Source: an optimization exercise on an open RTL-to-GDS flow (aim: small area). Production flows keep margins and buffers that such runs may drop.
In this exercise RTL edits were held to simulation tests only and were not proved equivalent to the original.
No driver is modelled on the clock port, so clocking that relies on it looks cheaper here than on a real chip.
Power is estimated from default activity; no workload was simulated.

Design irtx, start of the top module:
module irtx (
    input  wire        clk,
    input  wire        rst,         
    input  wire        cmd_valid,
    input  wire [39:0] cmd_word,
    input  wire [3:0]  trig,
    output wire        ir_out,
    output wire        busy,
    output wire        cmd_ready
);
    reg        bsy;
    reg        s;        
    reg [5:0]  p;        
    reg [31:0] c;
    wire       fr = ~(p[5] & p[4] & ~p[0]);    
    wire [4:0] lt = c[31:27];
    wire       g1 = c[26];   
    wire       tab = c[25];  
    wire lt0 = (lt == 5'd0);
    wire lt1 = (lt == 5'd1);
    assign ir_out    = bsy & ~s & (lt0 | lt[4] | (lt[3] & lt[2] & lt[1]));
    assign busy      = bsy;
    assign cmd_ready = ~bsy;
    wire [7:0]  op = cmd_word[39:32];
    wire        az = (cmd_word[31:16] == 16'd0);
    wire        bz = (cmd_word[15:0] == 16'd0);
    wire        bk = (cmd_word[15:2] == 14'd0);
    wire d_carr  = (op[7:1] == 7'b0001000) & az & ~bz;
    wire d_space = (op == 8'h20) & ~(az & bz);
    wire d_tx    = (op[7:1] == 7'b0011000);
    wire d_sendk = (op == 8'h40) & az & bk;
    wire t_any   = |trig;
    wire [1:0] t_k = trig[0] ? 2'd0 : trig[1] ? 2'd1 : trig[2] ? 2'd2 : 2'd3;
    wire sp    = cmd_valid & d_space;
    wire go    = cmd_valid ? (d_carr | d_space | d_tx | d_sendk) : t_any;
    wire acc   = ~bsy & ~rst & go;
    wire sendk = cmd_valid ? d_sendk : 1'b1;
    wire [1:0] k = cmd_valid ? cmd_word[1:0] : t_k;
    wire frn   = sendk | d_tx;
  ...
For scale: ~310 cells after synthesis, about 0.0023 mm2 of cells after synthesis.
export LEC_CHECK = 0
export CAP_MARGIN = 0
export CORE_MARGIN = 2
export CORE_UTILIZATION = 65
export SLEW_MARGIN = 0
create_clock -name core_clock -period 10.0 [get_ports {clk}]
standard.sh (not shown) runs the stock make flow with config.mk's settings and CLKGATE_MAP_FILE= SYNTH_SCRIPT=/design/flow/synth_recipe.tcl, a recipe that flattens the netlist after the stock synthesis.
==> flow/flow/run.sh <==
#!/bin/bash
# Layout flow: the standard synthesis, then its combinational logic
# re-mapped by ABC with area-oriented scripts, some of them with ABC's deep
# synthesis (the smallest of their results is kept; every register of the standard synthesis is kept as it is: same
# instance, name and cell type), then the standard floorplan-to-finish
# steps, with the port buffers made of the smallest buffer cell and the clock
# tree made by flow/clkbuf.tcl. Each tool writes its full output to a log here.
set -euo pipefail
R=orfs/results/$FLOW_PLATFORM/irtx/base
LIB=$FLOW_HOME/platforms/$FLOW_PLATFORM/lib/sky130_fd_sc_hd__tt_025C_1v80.lib
YOSYS=$(command -v yosys || echo "$FLOW_HOME/../tools/install/yosys/bin/yosys")

# 1. standard synthesis
bash standard.sh synth > synth.log 2>&1
cp $R/1_2_yosys.v std_1_2_yosys.v

# 2. re-map the combinational logic; registers are black boxes
python3 flow/mkmodels.py "$LIB" models.v > mkmodels.log 2>&1
DU=$(sed 's/^/-dont_use /' flow/dont_use.txt | tr '\n' ' ')
resyn() {
  local s=$1 n
  n=$(basename $s .abc)
  "$YOSYS" -l resyn_$n.log -p "read_verilog models.v; read_verilog std_1_2_yosys.v; \
      hierarchy -top $FLOW_TOP; flatten; opt -purge; techmap; opt -purge; \
      abc -script $PWD/$s -liberty $LIB $DU; \
      splitnets; opt_clean -purge; \
      hilomap -singleton -hicell sky130_fd_sc_hd__conb_1 HI -locell sky130_fd_sc_hd__conb_1 LO; \
      insbuf -buf sky130_fd_sc_hd__buf_1 A X; opt_clean -purge; \
      select -module $FLOW_TOP; write_verilog -noattr -nohex -nodec -selected resyn_$n.v; \
      tee -o resyn_$n.stat stat -liberty $LIB" > resyn_$n.out 2>&1 || true
}
# ABC's deep synthesis, with a range of random seeds
mkdir -p abc
cp flow/area*.abc abc/
for seed in $(seq 1 128); do
  printf "strash\n&get -n\n&deepsyn -T 40 -S $seed\n&dch -f\n&nf -a -R 1000\n&put\n" > abc/deep$seed.abc
done
# the scripts run side by side
jobs_max=${NUM_CORES:-4}
for s in abc/*.abc; do
  while (( $(jobs -rp | wc -l) >= jobs_max )); do sleep 1; done
  resyn $s &
done
wait
best=""; best_area=""
for s in abc/*.abc; do
  n=$(basename $s .abc)
  a=$(awk '/Chip area/ {print $NF}' resyn_$n.stat 2>/dev/null || true)
  echo "$n $a" >> resyn_areas.txt
  if [[ -n "$a" ]] && { [[ -z "$best_area" ]] || awk -v x="$a" -v y="$best_area" 'BEGIN{exit !(x < y)}'; }; then
    best=$n; best_area=$a
  fi
done
echo "kept $best $best_area" >> resyn_areas.txt
if [[ -n "$best" ]]; then
  cp resyn_$best.v $R/1_2_yosys.v
  rm -f $R/1_synth.odb $R/1_synth.sdc
fi

# 3. the rest of the standard flow
bash standard.sh "BUFFER_PORTS_ARGS=-buffer_cell sky130_fd_sc_hd__buf_1" \
  "PRE_CTS_TCL=$PWD/flow/clkbuf.tcl" finish > make.log 2>&1
==> flow/flow/clkbuf.tcl <==
# Run before CTS: the register clock pins are split by position into NB
# groups; the clock port drives one clock buffer per group, which drives the
# group's clock pins. CTS is then told to leave those nets as they are.
set nb 3
set cell sky130_fd_sc_hd__clkbuf_8
set block [ord::get_db_block]
set clknet [$block findNet clk]
set master [[ord::get_db] findMaster $cell]
set sinks {}
foreach it [$clknet getITerms] {
  set bb [[$it getInst] getBBox]
  lappend sinks [list $it [$bb xMin] [$bb yMin]]
}
set sinks [lsort -integer -index 1 $sinks]
set n [llength $sinks]
set skip [list clk]
for {set g 0} {$g < $nb} {incr g} {
  set lo [expr {$g * $n / $nb}]; set hi [expr {($g + 1) * $n / $nb}]
  set inst [odb::dbInst_create $block $master clkroot_buf_$g]
  set net [odb::dbNet_create $block clk_root_$g]
  $net setSigType CLOCK
  set xs 0; set ys 0
  foreach s [lrange $sinks $lo [expr {$hi - 1}]] {
    set it [lindex $s 0]
    set xs [expr {$xs + [lindex $s 1]}]; set ys [expr {$ys + [lindex $s 2]}]
    $it disconnect
    $it connect $net
  }
  [$inst findITerm A] connect $clknet
  [$inst findITerm X] connect $net
  set k [expr {$hi - $lo}]
  $inst setLocation [expr {$xs / $k}] [expr {$ys / $k}]
  $inst setPlacementStatus PLACED
  lappend skip clk_root_$g
}
puts "clock buffers: $nb x $cell for $n clock pins"
set_cts_config -skip_nets $skip
Other scripts of this flow, unchanged in this note and not shown: flow/flow/area1.abc, flow/flow/area2.abc, flow/flow/area3.abc, flow/flow/area4.abc, flow/flow/dont_use.txt, flow/flow/mkmodels.py
The baseline finished clean.
Change:
--- a/flow/flow/run.sh
+++ b/flow/flow/run.sh
@@ -33,6 +33,6 @@
 mkdir -p abc
 cp flow/area*.abc abc/
-for seed in $(seq 1 128); do
-  printf "strash\n&get -n\n&deepsyn -T 40 -S $seed\n&dch -f\n&nf -a -R 1000\n&put\n" > abc/deep$seed.abc
+for seed in $(seq 1 8); do
+  printf "strash\n&get -n\n&deepsyn -T 10 -S $seed\n&dch -f\n&nf -a -R 1000\n&put\n" > abc/deep$seed.abc
 done
 # the scripts run side by side
==> flow/flow/clkbuf.tcl (replaced) <==
# Run before CTS: the register clock pins are split by position into two
# groups (cut across x or across y, whichever gives the smaller groups); the
# clock port drives one clock buffer per group, placed at the middle of its
# group, which drives the group's clock pins. CTS is then told to leave those
# nets as they are.
set cell sky130_fd_sc_hd__clkbuf_8
set block [ord::get_db_block]
set clknet [$block findNet clk]
set master [[ord::get_db] findMaster $cell]
set sinks {}
foreach it [$clknet getITerms] {
  set bb [[$it getInst] getBBox]
  lappend sinks [list $it [expr {([$bb xMin] + [$bb xMax]) / 2}] [expr {([$bb yMin] + [$bb yMax]) / 2}]]
}
set n [llength $sinks]
proc hpwl {ss} {
  set x0 1e12; set x1 -1e12; set y0 1e12; set y1 -1e12
  foreach s $ss {
    set x [lindex $s 1]; set y [lindex $s 2]
    set x0 [expr {min($x0, $x)}]; set x1 [expr {max($x1, $x)}]
    set y0 [expr {min($y0, $y)}]; set y1 [expr {max($y1, $y)}]
  }
  return [list [expr {$x1 - $x0 + $y1 - $y0}] [expr {($x0 + $x1) / 2}] [expr {($y0 + $y1) / 2}]]
}
set best {}
set bestcost 1e18
foreach idx {1 2} {
  set sorted [lsort -integer -index $idx $sinks]
  set h [expr {$n / 2}]
  set g0 [lrange $sorted 0 [expr {$h - 1}]]
  set g1 [lrange $sorted $h end]
  set cost [expr {max([lindex [hpwl $g0] 0], [lindex [hpwl $g1] 0])}]
  if {$cost < $bestcost} { set bestcost $cost; set best [list $g0 $g1] }
}
set skip [list clk]
set g 0
foreach grp $best {
  set inst [odb::dbInst_create $block $master clkroot_buf_$g]
  set net [odb::dbNet_create $block clk_root_$g]
  $net setSigType CLOCK
  foreach s $grp {
    set it [lindex $s 0]
    $it disconnect
    $it connect $net
  }
  [$inst findITerm A] connect $clknet
  [$inst findITerm X] connect $net
  set c [hpwl $grp]
  $inst setLocation [lindex $c 1] [lindex $c 2]
  $inst setPlacementStatus PLACED
  lappend skip clk_root_$g
  incr g
}
puts "clock buffers: 2 x $cell for $n clock pins, largest group hpwl $bestcost"
set_cts_config -skip_nets $skip
- total power increases by 0.58%
- design area is about the same
- sequential share of layout area barely changes
- synthesized area increases by 1.2%
- maximum frequency decreases by 26%
- core utilization increases by 0.22 points
- critical path depth increases by 3
- setup slack gets worse by 1.5 ns
- synthesized cell count increases by 1.9%
- first-iteration DRC count decreases by 2.1%
- global-route usage decreases by 0.84 points

## port drivers added, routing unchanged
The flow's constraints put no driver on any port. The routed layouts listed below were extracted and timed again, unchanged, in two steps. Step 1 assumes that a clkbuf_16 drives the clock port and a buf_2 every other input. Step 2 times the ports against the registers' clock, not the clock port: input delays grow and output delays shrink by t, the midpoint of the rising clock arrivals with the driver on. Slacks: no drivers / after step 1 / after step 2; pairs: no drivers / after step 1.
| run | shift t [ns] | setup WS [ns] | worst setup path at the end | pins driven straight from the clock port |
|---|---|---|---|---|
| the first run | 0.194 | 5.676 / 5.677 / 5.534 | input to register | 3 |
| the second run | 0.207 | 4.130 / 4.130 / 4.130 | register to register | 2 |
After both steps every run listed still meets setup and hold. The setup slack of the first run, which loses most, moves by +0.001 ns with the drivers and by -0.142 ns with both steps.
